Context: an optimization exercise on an open-source flow, tuned for small area, a short achievable clock period and few clock cycles. The choices shown serve that exercise and are no tape-out recipe.
The RTL was checked by simulation tests, not by an equivalence proof against the original design.
Power is estimated from default activity; no workload was simulated.

--- flow/design.v ---
module nv1_core (
    input  wire        clk,
    input  wire        rst,           
    input  wire        txn_valid,
    output wire        txn_ready,
    input  wire [7:0]  txn_op,
    input  wire [31:0] txn_a,
    input  wire [31:0] txn_d,
    input  wire [31:0] txn_m,
    output reg         rsp_valid,
    output reg  [2:0]  rsp_kind,
    output reg  [3:0]  rsp_code,
    output reg  [31:0] rsp_data,
    output reg  [31:0] rsp_method,
    output reg         rsp_swint
);
    localparam [31:0] R_MASK = 32'h0111_1101;    
    localparam NH = 33;
    localparam I_BOOT0 = 0,  I_PFB = 1,  I_PMC = 2,  I_PMC_EN = 3,
               I_PFIFO_S = 4, I_PFIFO_E = 5, I_REASS = 6,
               I_C0PUSH0 = 7, I_C0PUSH1 = 8, I_C0PUT = 9, I_C0STAT = 10,
               I_C0PULL0 = 11, I_C0PULL1 = 12, I_C0GET = 13,
               I_C1PUSH0 = 14, I_C1PUSH1 = 15, I_C1PUT = 16, I_C1STAT = 17,
               I_C1PULL0 = 18, I_C1PULL1 = 19, I_C1GET = 20,
               I_PAUD_S = 21, I_PAUD_E = 22, I_PRM_S = 23, I_PRM_E = 24,
               I_PTIM_S = 25, I_PTIM_E = 26, I_RAMIN = 27,
               I_G0_S = 28, I_G1_S = 29, I_G0_E = 30, I_G1_E = 31, I_CTX = 32;
    function [4:0] g2b(input [4:0] g);
        integer k;
        begin
            g2b[4] = g[4];
            for (k = 3; k >= 0; k = k - 1)
                g2b[k] = g2b[k+1] ^ g[k];
        end
    endfunction
    function [4:0] b2g(input [4:0] b);
        b2g = b ^ (b >> 1);
    endfunction
    reg        running;
    reg [31:0] pmc_keep;                  
    reg [31:0] pmc_en, pfifo_s, pfifo_e, reassign;
    reg [31:0] c0_push0, c0_push1, c0_put, c0_status, c0_pull0, c0_pull1, c0_get;
    reg [31:0] c1_push0, c1_push1, c1_status, c1_pull0, c1_pull1;
    reg [26:0] c1_put_hi, c1_get_hi;
    reg [4:0]  c1_p, c1_g;                
    reg [4:0]  c1_pn;                     
    reg [4:0]  c1_df;                     
    reg        en_nz;                     
    reg        get_bad, put_bad;          
    reg [31:0] paudio_s, paudio_e, prm_s, prm_e, ptimer_s, ptimer_e, ramin;
    reg [31:0] g0_s, g1_s, g0_e, g1_e, ctx;
    reg [31:0] e0_m, e0_d;
    assign txn_ready = 1'b1;
    wire [31:0] a = txn_a;
    wire [NH-1:0] h;
    assign h[I_BOOT0]   = a == 32'h0000_0000;
    assign h[I_PFB]     = a == 32'h0010_0000;
    assign h[I_PMC]     = a == 32'h0000_0100;
    assign h[I_PMC_EN]  = a == 32'h0000_0140;
    assign h[I_PFIFO_S] = a == 32'h0000_2100;
    assign h[I_PFIFO_E] = a == 32'h0000_2140;
    assign h[I_REASS]   = a == 32'h0000_2500;
    assign h[I_C0PUSH0] = a == 32'h0000_3000;
    assign h[I_C0PUSH1] = a == 32'h0000_3004;
    assign h[I_C0PUT]   = a == 32'h0000_3010;
    assign h[I_C0STAT]  = a == 32'h0000_3014;
    assign h[I_C0PULL0] = a == 32'h0000_3040;
    assign h[I_C0PULL1] = a == 32'h0000_3050;
    assign h[I_C0GET]   = a == 32'h0000_3070;
    assign h[I_C1PUSH0] = a == 32'h0000_3200;
    assign h[I_C1PUSH1] = a == 32'h0000_3204;
    assign h[I_C1PUT]   = a == 32'h0000_3210;
    assign h[I_C1STAT]  = a == 32'h0000_3214;
    assign h[I_C1PULL0] = a == 32'h0000_3240;
    assign h[I_C1PULL1] = a == 32'h0000_3250;
    assign h[I_C1GET]   = a == 32'h0000_3270;
    assign h[I_PAUD_S]  = a == 32'h0000_4100;
    assign h[I_PAUD_E]  = a == 32'h0000_4140;
    assign h[I_PRM_S]   = a == 32'h0000_6100;
    assign h[I_PRM_E]   = a == 32'h0000_6140;
    assign h[I_PTIM_S]  = a == 32'h0000_9100;
    assign h[I_PTIM_E]  = a == 32'h0000_9140;
    assign h[I_RAMIN]   = a == 32'h0010_0200;
    assign h[I_G0_S]    = a == 32'h0040_0100;
    assign h[I_G1_S]    = a == 32'h0040_0104;
    assign h[I_G0_E]    = a == 32'h0040_0140;
    assign h[I_G1_E]    = a == 32'h0040_0144;
    assign h[I_CTX]     = {a[31:4], 4'h0} == 32'h0040_0180 && a[1:0] == 2'b00;
    wire h_straps = a == 32'h0000_0200;
    wire [NH-1:0] intr_mask = (1 << I_PFIFO_S) | (1 << I_PFIFO_E) | (1 << I_PAUD_S) |
                              (1 << I_PAUD_E) | (1 << I_PRM_S) | (1 << I_PRM_E) |
                              (1 << I_PTIM_S) | (1 << I_PTIM_E) | (1 << I_G0_S) |
                              (1 << I_G1_S) | (1 << I_G0_E) | (1 << I_G1_E);
    wire op_hi0 = txn_op[7:4] == 4'h0;
    wire          v_in = txn_valid & ~rst;
    reg           fire;
    reg           q_start, q_rd, q_wr, q_c0i, q_c0p, q_c1u, q_c1p;
    reg [NH-1:0]  q_h;
    reg           q_hany, q_hintro, q_user, q_fq, q_mis;
    reg [31:0]    q_d, q_m;
    reg           q_dnz, q_dhinz;         
    reg [4:0]     q_dg;                   
    always @(posedge clk) begin
        fire     <= v_in;
        q_start  <= v_in && op_hi0 && txn_op[3:0] == 4'h0;
        q_rd     <= v_in && op_hi0 && txn_op[3:0] == 4'h1;
        q_wr     <= v_in && op_hi0 && txn_op[3:0] == 4'h2;
        q_c0i    <= v_in && op_hi0 && txn_op[3:0] == 4'hB;
        q_c0p    <= v_in && op_hi0 && txn_op[3:0] == 4'hC;
        q_c1u    <= v_in && op_hi0 && txn_op[3:0] == 4'hD;
        q_c1p    <= v_in && op_hi0 && txn_op[3:0] == 4'hE;
        q_dnz    <= |txn_d;
        q_dhinz  <= |txn_d[31:5];
        q_dg     <= g2b(txn_d[4:0]);
        q_h      <= h;
        q_hany   <= (|h) | h_straps;
        q_hintro <= |(h & intr_mask);
        q_user   <= txn_a > 32'h0080_0000;
        q_fq     <= txn_a[12:0] == 13'h0010;
        q_mis    <= txn_a[1:0] != 2'b00;
        q_d      <= txn_d;
        q_m      <= txn_m;
    end
    wire q_known = q_start | q_rd | q_wr | q_c0i | q_c0p | q_c1u | q_c1p;
    wire [31:0] r_bits;
    assign r_bits[0]  = |(paudio_s & paudio_e);
    assign r_bits[8]  = |(pfifo_s & pfifo_e);
    assign r_bits[16] = |(prm_s & prm_e);
    assign r_bits[20] = |(ptimer_s & ptimer_e);
    assign r_bits[24] = g0_s[8] & g0_e[8];
    assign r_bits[12] = (|(g0_s & g0_e & 32'hFFFF_FEFF)) | (|(g1_s & g1_e));
    assign {r_bits[31:25], r_bits[23:21], r_bits[19:17], r_bits[15:13],
            r_bits[11:9], r_bits[7:1]} = 0;
    wire [31:0] pmc_view = pmc_keep | (r_bits & {32{en_nz}});
    wire [31:0] c1_put_cell = {c1_put_hi, b2g(c1_p)};
    wire [31:0] c1_get_cell = {c1_get_hi, b2g(c1_g)};
    wire gray_bad = get_bad | put_bad;
    wire [4:0] c1_g1 = c1_g + 5'd1;
    wire [4:0] free_n = c1_df - 5'd1;
    wire c1_full  = c1_df == 5'd1;
    wire c1_empty = c1_df == 5'd0;
    wire c0_pending = c0_put[0] ^ c0_get[0];
    wire rd_ok_reg  = running & q_rd & ~q_user & q_hany;
    wire rd_fq      = running & q_rd & q_user & q_fq;
    wire we_base    = running & q_wr;
    wire c0i_ok     = running & q_c0i & c0_push0[0] & ~c0_pending;
    wire c0p_ok     = running & q_c0p & c0_pull0[0] & c0_pending;
    wire c1u_chk    = running & q_c1u & c1_push0[0];
    wire c1p_chk    = running & q_c1p & c1_pull0[0];
    wire c1u_ok     = c1u_chk & ~gray_bad & ~c1_full;
    wire c1p_ok     = c1p_chk & ~gray_bad & ~c1_empty;
    wire gray_f     = (rd_fq | c1u_chk | c1p_chk) & gray_bad;
    reg [2:0] k_kind;
    reg [3:0] k_code;
    always @* begin
        k_kind = 3'd0;
        k_code = 4'd0;
        if (q_start) begin
            if (running) begin k_kind = 3'd3; k_code = 4'd2; end
        end else if (!q_known) begin
            k_kind = 3'd4;
        end else if (!running) begin
            k_kind = 3'd3; k_code = 4'd1;
        end else if (q_rd) begin
            if (q_user) begin
                if (!q_fq) begin k_kind = 3'd3; k_code = 4'd3; end
                else if (gray_bad) begin k_kind = 3'd3; k_code = 4'd6; end
            end else if (q_mis) begin k_kind = 3'd3; k_code = 4'd4; end
            else if (!q_hany) begin k_kind = 3'd3; k_code = 4'd3; end
        end else if (q_wr) begin
            if (q_user) begin k_kind = 3'd3; k_code = 4'd3; end
            else if (q_mis) begin k_kind = 3'd3; k_code = 4'd4; end
            else if (!q_hany) begin k_kind = 3'd3; k_code = 4'd3; end
        end else if (q_c0i) begin
            if (!c0_push0[0]) begin k_kind = 3'd2; k_code = 4'd1; end
            else if (c0_pending) begin k_kind = 3'd2; k_code = 4'd2; end
        end else if (q_c0p) begin
            if (!c0_pull0[0]) begin k_kind = 3'd2; k_code = 4'd3; end
            else if (!c0_pending) k_kind = 3'd1;
        end else if (q_c1u) begin
            if (!c1_push0[0]) begin k_kind = 3'd2; k_code = 4'd1; end
            else if (gray_bad) begin k_kind = 3'd3; k_code = 4'd6; end
            else if (c1_full) begin k_kind = 3'd2; k_code = 4'd2; end
        end else begin  
            if (!c1_pull0[0]) begin k_kind = 3'd2; k_code = 4'd3; end
            else if (gray_bad) begin k_kind = 3'd3; k_code = 4'd6; end
            else if (c1_empty) k_kind = 3'd1;
        end
    end
    wire d_nz    = q_dnz;
    wire k_swint = (running & q_rd & q_h[I_PMC] & pmc_keep[31]) |
                   (we_base & q_h[I_PMC] & en_nz & q_d[31]) |
                   (we_base & q_h[I_PMC_EN] & d_nz & pmc_keep[31]) |
                   (we_base & q_hintro & pmc_keep[31]);
    reg           p_valid, p_swint, p_free, p_gget, p_gput, p_c0;
    reg [2:0]     p_kind;
    reg [3:0]     p_code;
    reg [NH-1:0]  p_sel;                  
    reg [31:0]    p_ring_m, p_ring_d;     
    wire [31:0] cellv [0:NH-1];
    assign cellv[I_BOOT0]   = 32'h0B00_0001;
    assign cellv[I_PFB]     = 32'hFB00_0004;
    assign cellv[I_PMC]     = pmc_view;
    assign cellv[I_PMC_EN]  = pmc_en;
    assign cellv[I_PFIFO_S] = pfifo_s;
    assign cellv[I_PFIFO_E] = pfifo_e;
    assign cellv[I_REASS]   = reassign;
    assign cellv[I_C0PUSH0] = c0_push0;
    assign cellv[I_C0PUSH1] = c0_push1;
    assign cellv[I_C0PUT]   = c0_put;
    assign cellv[I_C0STAT]  = c0_status;
    assign cellv[I_C0PULL0] = c0_pull0;
    assign cellv[I_C0PULL1] = c0_pull1;
    assign cellv[I_C0GET]   = c0_get;
    assign cellv[I_C1PUSH0] = c1_push0;
    assign cellv[I_C1PUSH1] = c1_push1;
    assign cellv[I_C1PUT]   = c1_put_cell;
    assign cellv[I_C1STAT]  = c1_status;
    assign cellv[I_C1PULL0] = c1_pull0;
    assign cellv[I_C1PULL1] = c1_pull1;
    assign cellv[I_C1GET]   = c1_get_cell;
    assign cellv[I_PAUD_S]  = paudio_s;
    assign cellv[I_PAUD_E]  = paudio_e;
    assign cellv[I_PRM_S]   = prm_s;
    assign cellv[I_PRM_E]   = prm_e;
    assign cellv[I_PTIM_S]  = ptimer_s;
    assign cellv[I_PTIM_E]  = ptimer_e;
    assign cellv[I_RAMIN]   = ramin;
    assign cellv[I_G0_S]    = g0_s;
    assign cellv[I_G1_S]    = g1_s;
    assign cellv[I_G0_E]    = g0_e;
    assign cellv[I_G1_E]    = g1_e;
    assign cellv[I_CTX]     = ctx;
    reg [31:0] reg_rd;
    integer i;
    always @* begin
        reg_rd = 32'd0;
        for (i = 0; i < NH; i = i + 1)
            reg_rd = reg_rd | ({32{p_sel[i]}} & cellv[i]);
    end
    wire [31:0] ring_rd_m, ring_rd_d;     
    wire [31:0] k_data =
        reg_rd |
        ({32{p_free}} & {25'd0, free_n, 2'b00}) |
        ({32{p_gget}} & c1_get_cell) |
        ({32{p_gput}} & c1_put_cell) |
        ({32{p_c0}}   & e0_d) |
        ring_rd_d;
    wire [31:0] k_method =
        {31'd0, p_gput} |
        ({32{p_c0}}   & e0_m) |
        ring_rd_m;
    always @(posedge clk) begin
        p_valid    <= fire & ~rst;
        p_kind     <= k_kind;
        p_code     <= k_code;
        p_swint    <= k_swint;
        p_sel      <= q_h & {NH{rd_ok_reg}};
        p_free     <= rd_fq & ~gray_bad;
        p_gget     <= gray_f & get_bad;
        p_gput     <= gray_f & ~get_bad;
        p_c0       <= c0p_ok;
        for (i = 0; i < 32; i = i + 1) begin
            p_ring_m[i] <= c1p_ok & (c1_g == i[4:0]);
            p_ring_d[i] <= c1p_ok & (c1_g == i[4:0]);
        end
        rsp_valid  <= p_valid & ~rst;
        rsp_kind   <= p_kind;
        rsp_code   <= p_code;
        rsp_swint  <= p_swint;
        rsp_data   <= k_data;
        rsp_method <= k_method;
    end
    wire [31:0] dmask = q_d & {32{~rst}};
    wire [NH-1:0] wr  = q_h & {NH{we_base}};
    always @(posedge clk) begin
        if (rst)                   running <= 1'b0;
        else if (fire & q_start)   running <= 1'b1;
        if (rst | wr[I_PMC_EN])  pmc_en    <= dmask;
        if (rst | wr[I_PMC_EN])  en_nz     <= d_nz & ~rst;
        if (rst | wr[I_PFIFO_S]) pfifo_s   <= dmask;
        if (rst | wr[I_PFIFO_E]) pfifo_e   <= dmask;
        if (rst | wr[I_REASS])   reassign  <= dmask;
        if (rst | wr[I_C0PUSH0]) c0_push0  <= dmask;
        if (rst | wr[I_C0PUSH1]) c0_push1  <= dmask;
        if (rst | wr[I_C0STAT])  c0_status <= dmask;
        if (rst | wr[I_C0PULL0]) c0_pull0  <= dmask;
        if (rst | wr[I_C0PULL1]) c0_pull1  <= dmask;
        if (rst | wr[I_C1PUSH0]) c1_push0  <= dmask;
        if (rst | wr[I_C1PUSH1]) c1_push1  <= dmask;
        if (rst | wr[I_C1STAT])  c1_status <= dmask;
        if (rst | wr[I_C1PULL0]) c1_pull0  <= dmask;
        if (rst | wr[I_C1PULL1]) c1_pull1  <= dmask;
        if (rst | wr[I_PAUD_S])  paudio_s  <= dmask;
        if (rst | wr[I_PAUD_E])  paudio_e  <= dmask;
        if (rst | wr[I_PRM_S])   prm_s     <= dmask;
        if (rst | wr[I_PRM_E])   prm_e     <= dmask;
        if (rst | wr[I_PTIM_S])  ptimer_s  <= dmask;
        if (rst | wr[I_PTIM_E])  ptimer_e  <= dmask;
        if (rst | wr[I_RAMIN])   ramin     <= dmask;
        if (rst | wr[I_G0_S])    g0_s      <= dmask;
        if (rst | wr[I_G1_S])    g1_s      <= dmask;
        if (rst | wr[I_G0_E])    g0_e      <= dmask;
        if (rst | wr[I_G1_E])    g1_e      <= dmask;
        if (rst | wr[I_CTX])     ctx       <= dmask;
        if (rst | wr[I_PMC] | (wr[I_PMC_EN] & ~d_nz))
            pmc_keep <= dmask & ~R_MASK & {32{q_h[I_PMC] & en_nz}};
        if (rst | wr[I_C0PUT])      c0_put <= dmask;
        else if (c0i_ok)            c0_put <= {31'd0, ~c0_put[0]};
        if (rst | wr[I_C0GET])      c0_get <= dmask;
        else if (c0p_ok)            c0_get <= {31'd0, ~c0_get[0]};
        if (rst | wr[I_C1PUT]) begin
            c1_put_hi <= dmask[31:5];
            put_bad   <= q_dhinz & ~rst;
            c1_p      <= q_dg & {5{~rst}};
            c1_pn     <= rst ? 5'd1 : q_dg + 5'd1;
        end else if (c1u_ok) begin
            c1_p      <= c1_pn;
            c1_pn     <= c1_pn + 5'd1;
        end
        if (rst | wr[I_C1GET]) begin
            c1_get_hi <= dmask[31:5];
            get_bad   <= q_dhinz & ~rst;
            c1_g      <= q_dg & {5{~rst}};
        end else if (c1p_ok) begin
            c1_g      <= c1_g1;
        end
        if (rst)                 c1_df <= 5'd0;
        else if (wr[I_C1PUT])    c1_df <= c1_g - q_dg;
        else if (wr[I_C1GET])    c1_df <= q_dg - c1_p;
        else if (c1u_ok)         c1_df <= c1_df - 5'd1;
        else if (c1p_ok)         c1_df <= c1_df + 5'd1;
    end
    always @(posedge clk) begin
        if (~rst & c0i_ok) begin
            e0_m <= q_m;
            e0_d <= q_d;
        end
    end
    wire [31:0] ror_m [0:32];
    wire [31:0] ror_d [0:32];
    assign ror_m[0] = 32'd0;
    assign ror_d[0] = 32'd0;
    wire push_in  = ~rst & q_c1u;
    wire push_can = running & c1_push0[0] & ~gray_bad & ~c1_full;
    genvar r;
    generate
        for (r = 0; r < 32; r = r + 1) begin : g_ring
            reg [31:0] m, d;
            always @(posedge clk) begin
                if (push_in & push_can & (c1_p == r)) begin
                    m <= q_m;
                    d <= q_d;
                end
            end
            assign ror_m[r+1] = ror_m[r] | ({32{p_ring_m[r]}} & m);
            assign ror_d[r+1] = ror_d[r] | ({32{p_ring_d[r]}} & d);
        end
    endgenerate
    assign ring_rd_m = ror_m[32];
    assign ring_rd_d = ror_d[32];
endmodule
--- flow/flow/run.sh ---
#!/bin/bash
# The standard layout (the standard.sh, unchanged synthesis, floorplan, power grid,
# placement, CTS and routing), with two settings changed:
# - ports are buffered with buf_4 instead of the delay-cell buffer the placer picks;
# - timing repair aims for SETUP_SLACK_MARGIN ns of slack at the design's period.
# make's output goes to orfs_make.log; ORFS keeps each step's log under orfs/logs.
set -euo pipefail
bash standard.sh finish SETUP_SLACK_MARGIN=5.75 \
  'BUFFER_PORTS_ARGS=-buffer_cell sky130_fd_sc_hd__buf_4' > orfs_make.log 2>&1
--- flow/standard.sh ---
#!/bin/bash
# synth_recipe.tcl (not shown) runs the flow's synth.tcl, then flattens the netlist and writes it again
# the make line also repeats each setting of config.mk as NAME=value (left out here)
make -C /OpenROAD-flow-scripts/flow DESIGN_CONFIG=/design/flow/config.mk WORK_HOME=/design/flow/orfs CLKGATE_MAP_FILE= SYNTH_SCRIPT=/design/flow/synth_recipe.tcl "${@:-finish}"
--- flow/config.mk ---
export PLATFORM = sky130hd
export DESIGN_NAME = nv1_core
export DESIGN_NICKNAME = nv1_core
export VERILOG_FILES = /design/flow/design.v
export SDC_FILE = /design/flow/constraint.sdc
export NUM_CORES = 4
export LEC_CHECK = 0
export ABC_CLOCK_PERIOD_IN_PS = 3000
export CAP_MARGIN = 20
export CORE_MARGIN = 2
export CORE_UTILIZATION = 45
export CTS_CLUSTER_DIAMETER = 100
export CTS_CLUSTER_SIZE = 30
export SLEW_MARGIN = 20
--- flow/constraint.sdc ---
create_clock -name core_clock -period 9.0 [get_ports {clk}]
set_input_delay 1.8000 -clock core_clock [delete_from_list [all_inputs] [get_ports {clk}]]
set_output_delay 1.8000 -clock core_clock [all_outputs]
set_load 0.01 [all_outputs]
==> impl_summary.txt, run 1 <==
----------------------------------------------------
[CTS]
  Clock insertion delay at the later pin of the skew report ... 900 ps
  CTS buffer count ... 133
  # hold bufs at CTS ... 0
  Clock root buffer ... sky130_fd_sc_hd__clkbuf_16
  Max Buffers Root-to-Sink ... 3
  Register clock-pin slew on the reported worst setup and hold paths ... 110 ps
  Clock tree from TritonCTS ... yes
  Clk sinks ... 3377
  Max H-tree Level ... 4

[Timing]
  Worst Max-Slew Pin Slew ... 1440 ps
  Tmin final ... 3540 ps
  Headroom to the max-slew limit ... 4.33%
  Worst hold-check slack ... 341 ps
  Number of failing setup endpoints in the final timing report ... 0
  Max-slew violation count ... 0
  Final hold violations ... 0
  Setup repair after global routing missed its margin ... yes
  Fmax ... 0.283 GHz
  Worst-case clock skew ... 46.2 ps
  Post-route fraction of the period consumed by the critical path ... 39.3%
  Setup TNS ... 0 ps
  Slack of the critical path ... 5460 ps

[Yosys]
  Synthesis warning total ... 1
  Cell count after synthesis ... 6600
  Yosys top cell area share ... 77.5%
  Largest family of logic cells by synthesized area ... compound AO/OA/AOI/OAI gates
  Syn nets ... 6742
  Post-synthesis cell area ... 120000 sq um
  Async set or reset register ratio after synthesis ... 0%
  Number of synthesized flops with an enable pin ... 3106
  Main synth FF type ... sky130_fd_sc_hd__edfxtp_1
  Post-Synth Adder-Cell Area ... 0.376%
  Simple-Gate Fraction of Synth Area ... 4.34%
  Cell type with the largest total area after synthesis ... sky130_fd_sc_hd__edfxtp_1
  Synthesized flop and latch total ... 3377
  Mux contribution to synthesized area ... 0.0249%
  Number of library cell types mapped by synthesis ... 73
  Synthesized-area fraction occupied by ao, oa, aoi and oai cells ... 11.8%
  Post-Synthesis Mean Instance Area ... 18.2 sq um
  Xor/xnor cell area share of the yosys netlist ... 0.182%
  Cell types with the largest area share after synthesis ... sky130_fd_sc_hd__edfxtp_1 (77%), sky130_fd_sc_hd__a22oi_1 (4.8%), sky130_fd_sc_hd__dfxtp_1 (4.5%), sky130_fd_sc_hd__a221oi_1 (2.9%), sky130_fd_sc_hd__a22o_1 (2.8%)
  Fraction of the yosys area taken by sequential cells ... 82.0%

[Drt]
  DR WL/cell ... 50.7 microns
  WL final ... 533 mm
  Average vias per placed instance ... 7.63
  Overall via count from detail_route ... 80100
  DR pass1 iterations ... 14
  Final antenna-violating net count ... 0
  Count of routing violations after the opening detailed-route iteration ... 18700
  Final routed DRC violation total ... 0

[Outcome]
  Outcome ... timing/DRC/antenna clean

[Floorplan]
  Die footprint ... 272000 sq um
  Die Y ... 521 microns
  IO Pins ... 181
  Die Width ... 521 microns
  Std cell rows ... 189
  Starting density of the core ... 45.3%
  Core Area ... 266000 sq um

[Placement]
  Placed standard-cell area ... 127000 sq um
  Placed wire-length estimate after detailed placement ... 303 mm
  Placer congestion estimate ... 1.02
  Number of buffers added on ports ... 178
  Pre-CTS setup slack ... 4010 ps
  Cell Count Post-Placement ... 10200

[Power and ir drop]
  P_leak ... 42.3 nW
  Cell area power density ... 198 nW/um^2
  Maximum vdd ir drop ... 0.000137 V

[Worst setup path]
  CP endpoint kind ... flip-flop
  Sort of element at the start of the critical path ... flip-flop
  Stage delay of the slowest cell on the critical path ... 950 ps
  Worst Reg2Reg Path Length in Cells ... 4
  Kind of critical path ... reg -> reg
  Endpoint of the lowest-slack register-to-register path ... rsp_data[8]
  Endpoint arrival time on the critical path ... 4170 ps
  Worst Path Required ... 9640 ps
  Worst path cell trace ... a22oi_1, nand4_1, o41ai_1, nand3_2
  Reg2Reg Setup Slack ... 5460 ps
  Reg-to-reg critical path startpoint ... pfifo_s[24]
  Cell with the biggest individual delay on the critical path ... sky130_fd_sc_hd__o41ai_1
  Largest fanout on the critical path ... 2

[Job]
  Max-cap viol count ... 0

[GRT]
  Vias in the first global route ... 72000
  Wire length of the first global-routing pass ... 686 mm
  Overall global routing resource usage ... 38.3%
  Maximum number of pins on one net before global-route repair ... 54
  Antenna violations before repair ... 55
  Overflow after GRT ... 0

[Final layout]
  Finished Layout Cells ... 10500
  Final Net Count ... 6969
  Design Area, Final ... 132000 sq um
  Area added between synthesis and finish ... 9.95%
  Fraction of final layout cells with drive strength greater than 1 ... 12.2%

[Worst hold path]
  Type of the worst min-delay path ... reg -> reg
  Hold Crit Endpoint ... rsp_kind[0]
  Depth of the worst hold-timing path ... 0
  Worst hold start ... p_kind[0]

----------------------------------------------------
## report_power, final
part	internal, W	switching, W
Clock	0.00301	0.00485
Sequential	0.0174	0.000301
Combinational	0.000129	0.000564
Total	0.0205	0.00571
## metal layers
metal  share of wire, %  GRT usage (%)
met5              0.075              0
met4                7.8           22.5
met3                 18           17.1
met2                 41           53.9
met1                 33           48.8
## registers in the layout, summed over array words and instances (netlist names), 33 cells and up
| name | count |
|---|---|
| g_ring.m | 1024 |
| g_ring.d | 1024 |
| q_h | 33 |
| p_sel | 33 |
## cell families after synthesis
logic type      after synthesis
buf+inv                     429
other cells                   2
simple gates                985
xor+xnor                     25
compound gates             1744
fa+ha+maj                    35
flops                      3377
mux                           3
## critical path, delay by kind of cell, from the launching register on
kind,cells,cell delay [ps]
flops,1,480
compound gates,2,1860
simple gates,2,940
## synthesized netlist by cell type, drive strengths merged, types with 6 or more instances
library cell	n
edfxtp	3106
a22oi	776
a221oi	397
a22o	390
dfxtp	271
nand4	244
clkbuf	241
nor2	224
buf	130
nand3	125
nand2	124
nor3	73
a222oi	62
inv	58
nor4	46
and2	40
nand2b	40
ha	33
a21o	28
a21oi	28
o21ai	21
xor2	14
nor2b	12
a211oi	11
xnor2	11
or2	10
or4	9
nor4b	7
and4	6
or3	6
## per-stage QoR
step / utilization (%) / power (W)
final: 49.9 / 0.0262
after global routing: 49.8 / 0.0266
after CTS: 49.7 / 0.0261
after detailed placement: 48.0 / 0.0187
after global placement: 48.0 / 0.0186
after floorplan: - / 0.0181
## what timing repair did
| item | 4_1_cts | 5_1_grt |
|---|---|---|
| pin swaps | 18 | 3 |
| setup endpoints to repair | 2382 | 481 |
| resized for setup | 65 | 38 |
| buffers inserted | 21 | 5 |
## worst max path at each step
stage / from / endpoint / slack (ps) / cells after the start
floorplan: rst / g_ring[10].d[0] / 5190 / 4
global placement: rst / g_ring[3].m[12] / 4050 / 6
detailed placement: rst / g_ring[21].m[29] / 4010 / 6
CTS: c1_df[1] / g_ring[3].m[30] / 5750 / 10
global route: p_ring_m[7] / rsp_data[21] / 5660 / 6
finish: pfifo_s[24] / rsp_data[8] / 5460 / 4
## cell usage in the layout, fill, tap and decap left out, types with 6 or more instances in the layout
cell,instances
sky130_fd_sc_hd__a211oi_1,11
sky130_fd_sc_hd__a21o_2,24
sky130_fd_sc_hd__a21oi_1,28
sky130_fd_sc_hd__a221oi_1,392
sky130_fd_sc_hd__a222oi_1,62
sky130_fd_sc_hd__a22o_1,389
sky130_fd_sc_hd__a22oi_1,776
sky130_fd_sc_hd__and2_1,40
sky130_fd_sc_hd__and4_1,6
sky130_fd_sc_hd__buf_12,28
sky130_fd_sc_hd__buf_4,386
sky130_fd_sc_hd__buf_6,34
sky130_fd_sc_hd__buf_8,9
sky130_fd_sc_hd__clkbuf_1,65
sky130_fd_sc_hd__clkbuf_16,140
sky130_fd_sc_hd__dfxtp_1,174
sky130_fd_sc_hd__dfxtp_2,59
sky130_fd_sc_hd__dfxtp_4,38
sky130_fd_sc_hd__diode_2,49
sky130_fd_sc_hd__edfxtp_1,3106
sky130_fd_sc_hd__ha_1,33
sky130_fd_sc_hd__inv_1,51
sky130_fd_sc_hd__inv_6,7
sky130_fd_sc_hd__nand2_1,116
sky130_fd_sc_hd__nand2b_1,39
sky130_fd_sc_hd__nand3_1,122
sky130_fd_sc_hd__nand4_1,242
sky130_fd_sc_hd__nor2_1,186
sky130_fd_sc_hd__nor2_4,37
sky130_fd_sc_hd__nor2b_1,12
sky130_fd_sc_hd__nor3_1,71
sky130_fd_sc_hd__nor4_1,40
sky130_fd_sc_hd__o21ai_0,16
sky130_fd_sc_hd__or2_2,10
sky130_fd_sc_hd__xnor2_1,11
sky130_fd_sc_hd__xor2_1,14
## final cells by class
type                    count  area (sq um)
fillers                 21600        133000
flip-flops and latches   3377         98900
multi-input cells        2794         20600
well taps                3533          4420
repair buffers            463          4100
clock buffers             209          3800
inverters                  58           225
clock inverters            19           223
diodes                     49           123
Testbench counts, summed over its fixed seeds: cycles 24,024.
==> inputs of run 2 (changes only) <==
--- a/flow/config.mk
+++ b/flow/config.mk
@@ -6,9 +6,9 @@
 export NUM_CORES = 4
 export LEC_CHECK = 0
 export ABC_CLOCK_PERIOD_IN_PS = 3000
-export CAP_MARGIN = 20
+export CAP_MARGIN = 40
 export CORE_MARGIN = 2
 export CORE_UTILIZATION = 45
 export CTS_CLUSTER_DIAMETER = 100
 export CTS_CLUSTER_SIZE = 30
-export SLEW_MARGIN = 20
+export SLEW_MARGIN = 40
==> run 2 against run 1 <==
Still clean; non-clock buffer count increased by 5; combinational power rose by 0.6%; global-route usage fell by 0.060 points; first-iteration DRC count rose by 0.12%; sequential share of layout area decreased by 0.060 points; critical endpoint is now rsp_data[16]; largest power group unchanged; highest routed layer unchanged.
==> impl_summary.txt, run 2 <==
----------------------------------------------------
[Placement]
  Number of buffers added on ports ... 178 (unchanged)
  Cell Count Post-Placement ... 10200 (+0.15%)
  Placer congestion estimate ... 1.02 (unchanged)
  Placed wire-length estimate after detailed placement ... 304 mm (+0.39%)

[Power and ir drop]
  P_leak ... 42.2 nW (-0.16%)
  Cell area power density ... 197 nW/um^2 (-0.54%)
  Total design power ... 0.0261 W (-0.43%)
  Maximum vdd ir drop ... 0.000179 V (+31%)

[GRT]
  Vias in the first global route ... 72100 (+0.26%)
  Maximum number of pins on one net before global-route repair ... 54 (unchanged)
  Overflow after GRT ... 0 (unchanged)
  Antenna violations before repair ... 56 (+1.8%)
  Overall global routing resource usage ... 38.2% (-0.060 points)
  Wire length of the first global-routing pass ... 685 mm (-0.13%)

[Final layout]
  Finished Layout Cells ... 10500 (+0.086%)
  Final Net Count ... 6974 (+0.072%)
  Core utilization of the finished layout ... 49.9% (+0.055 points)
  Largest registers in the final layout ... g_ring.d x1024, g_ring.m x1024
  Most frequent cells in the layout ... sky130_fd_sc_hd__edfxtp_1 (3106), sky130_fd_sc_hd__a22oi_1 (776), sky130_fd_sc_hd__a221oi_1 (394)
  Fraction of final layout cells with drive strength greater than 1 ... 12.6% (+0.35 points)
  Area added between synthesis and finish ... 10.1%
  Most frequent standard cell in the layout excluding fill and tap cells ... sky130_fd_sc_hd__edfxtp_1

[CTS]
  Clk sinks ... 3377 (unchanged)
  Max Buffers Root-to-Sink ... 3 (unchanged)
  CTS buffer count ... 133 (unchanged)
  Register clock-pin slew on the reported worst setup and hold paths ... 120 ps (about the same)
  Clock root buffer ... sky130_fd_sc_hd__clkbuf_16
  Max H-tree Level ... 4 (unchanged)
  Clock tree from TritonCTS ... yes
  Clock insertion delay at the later pin of the skew report ... 910 ps (about the same)

[Worst setup path]
  Cell with the biggest individual delay on the critical path ... sky130_fd_sc_hd__o41ai_1
  Largest fanout on the critical path ... 8 (+6)
  CP endpoint kind ... flip-flop
  Stage delay of the slowest cell on the critical path ... 860 ps (-90 ps)
  Endpoint arrival time on the critical path ... 4080 ps (-90 ps)
  Worst Reg2Reg Path Length in Cells ... 4 (unchanged)
  Sort of element at the start of the critical path ... flip-flop
  Kind of critical path ... reg -> reg
  Worst path cell trace ... a22oi_1, nand4_1, o41ai_1, nand3_1
  Worst Path Required ... 9530 ps (-110 ps)

[Yosys]
  Yosys top cell area share ... 77.5% (unchanged)
  Post-Synthesis Mean Instance Area ... 18.2 sq um (unchanged)
  Cell type with the largest total area after synthesis ... sky130_fd_sc_hd__edfxtp_1
  Synthesized flop and latch total ... 3377 (unchanged)
  Number of synthesized flops with an enable pin ... 3106 (unchanged)
  Main synth FF type ... sky130_fd_sc_hd__edfxtp_1
  Fraction of the yosys area taken by sequential cells ... 82.0% (unchanged)
  Synthesis warning total ... 1 (unchanged)
  Most used standard cell by instance count after synthesis ... sky130_fd_sc_hd__edfxtp_1
  Async set or reset register ratio after synthesis ... 0% (unchanged)
  Most frequent cells after synthesis ... sky130_fd_sc_hd__edfxtp_1 (3106), sky130_fd_sc_hd__a22oi_1 (776), sky130_fd_sc_hd__a221oi_1 (397)
  Cell types with the largest area share after synthesis ... sky130_fd_sc_hd__edfxtp_1 (77%), sky130_fd_sc_hd__a22oi_1 (4.8%), sky130_fd_sc_hd__dfxtp_1 (4.5%), sky130_fd_sc_hd__a221oi_1 (2.9%), sky130_fd_sc_hd__a22o_1 (2.8%)
  Cell count after synthesis ... 6600 (unchanged)
  Number of library cell types mapped by synthesis ... 73 (unchanged)
  Post-synthesis cell area ... 120000 sq um (unchanged)
  Syn nets ... 6742 (unchanged)

[Floorplan]
  Die Y ... 521 microns (unchanged)
  Std cell rows ... 189 (unchanged)
  Core Area ... 266000 sq um (unchanged)
  Starting density of the core ... 45.3% (unchanged)
  Die Width ... 521 microns (unchanged)
  IO Pins ... 181 (unchanged)
  Die footprint ... 272000 sq um (unchanged)

[Drt]
  DR WL/cell ... 50.6 microns (-0.31%)
  Final antenna-violating net count ... 0 (unchanged)
  WL final ... 532 mm (-0.22%)
  DR pass1 iterations ... 10 (-4)
  Count of routing violations after the opening detailed-route iteration ... 18700 (+0.12%)
  Overall via count from detail_route ... 80100 (-0.080%)
  Average vias per placed instance ... 7.62 (-0.17%)
  Final routed DRC violation total ... 0 (unchanged)

[Outcome]
  Outcome ... timing/DRC/antenna clean

[Worst hold path]
  Depth of the worst hold-timing path ... 0 (unchanged)
  Type of the worst min-delay path ... reg -> reg

[Timing]
  Final hold violations ... 0 (unchanged)
  Max-slew violation count ... 0 (unchanged)
  Worst Max-Slew Pin Slew ... 1080 ps (-354 ps)
  Setup TNS ... 0 ps (unchanged)
  Number of failing setup endpoints in the final timing report ... 0 (unchanged)
  Tmin final ... 3550 ps (+15.5 ps)
  Fmax ... 0.282 GHz (-0.44%)
  Setup repair after global routing missed its margin ... no
  Headroom to the max-slew limit ... 27.9% (+24 points)
  Worst-case clock skew ... 43.8 ps (-2.39 ps)
  Post-route fraction of the period consumed by the critical path ... 39.5% (+0.17 points)

[Job]
  Max-cap viol count ... 0 (unchanged)

----------------------------------------------------
[run 2: cell type report]
type	count	area [sq um]
flip-flops and latches	3377	98900
inverters	58	248
repair buffers	468	4280
well taps	3533	4420
multi-input cells	2794	20600
clock inverters	22	250
clock buffers	201	3660
diodes	58	145
fillers	21500	133000
[run 2: per-stage QoR]
step	hold WS [ps]	setup WS, ps	instance area [sq um]
after CTS	342	5750	132000
after global routing	346	5680	132000
after global placement	315	4050	127000
final	341	5450	133000
after floorplan	310	5190	121000
after detailed placement	317	4000	128000
[run 2: path summary, 6_finish.rpt]
path | start | to | slack, ps
max | prm_s[22] | rsp_data[16] | 5450
max reg2reg | prm_s[22] | rsp_data[16] | 5450
min reg2reg | p_kind[0] | rsp_kind[0] | 340
min | p_kind[0] | rsp_kind[0] | 340
[run 2: power breakdown]
part	internal (W)	leakage [nW]	switching [W]	total, W
Combinational	0.000130	8.97	0.000567	0.000697
Clock	0.00292	1.87	0.00483	0.00775
Sequential	0.0174	31.4	0.000297	0.0177
[run 2: critical path: cells and delay by family (launching register included)]
| kind | cells | cell delay, ps |
|---|---|---|
| compound gates | 2 | 1650 |
| flops | 1 | 500 |
| simple gates | 2 | 1000 |
[run 2: cells by family (layout without fill, tap and decap cells)]
family          Yosys count  count (layout)  synth area share (%)
other cells               2              60               0.00624
mux                       3               3                0.0249
fa+ha+maj                35              35                 0.376
compound gates         1744            1744                  11.8
simple gates            985             985                  4.34
buf+inv                 429             749                  1.36
flops                  3377            3377                  82.0
xor+xnor                 25              25                 0.182
[run 2: timing repair]
item                       in CTS  in global routing
hold endpoints to repair        0                  0
buffers inserted               13                  3
setup endpoints to repair    2029                743
resized for setup              54                 33
pin swaps                      11                  3
hold buffers                    0                  0
[run 2: metal layers]
layer	GRT usage (%)	share of wire [%]	vias to the layer above
met5	0.597	0.072	-
met2	53.8	41	9094
met1	48.8	33	40800
met3	16.9	18	2088
met4	22.5	7.6	40
li1	-	-	28100

[what the ideal ports hide]
The results above use ideal ports. As a check the final layouts listed here were re-extracted and re-timed, cells and wires unchanged. Step 1 sets driving cells, clkbuf_16 on the clock port and buf_2 on the other inputs (assumed; they add their load-dependent delay and slew). Step 2 adds t to the input delays and takes it off the output delays; t is the mean of the earliest and latest rising clock arrival at the registers after step 1. Input paths then give back, and output paths get back, about the clock's delay inside the block. Slacks: ideal / step 1 / step 2; pairs: ideal / step 1.
run | shift t [ns] | setup slack, ns | worst setup path at the end | latest minus earliest clock arrival (ns) | worst register clock-pin slew, ns
run 1 | 0.984 | 5.465 / 5.465 / 4.789 | input to register | 0.057 / 0.057 | 0.12 / 0.12
run 2 | 0.982 | 5.449 / 5.449 / 4.756 | input to register | 0.051 / 0.051 | 0.12 / 0.12
After both steps every run listed still meets setup and hold. The setup slack of run 2, which loses most, moves by 0.000 ns with the drivers and by -0.693 ns with both steps.
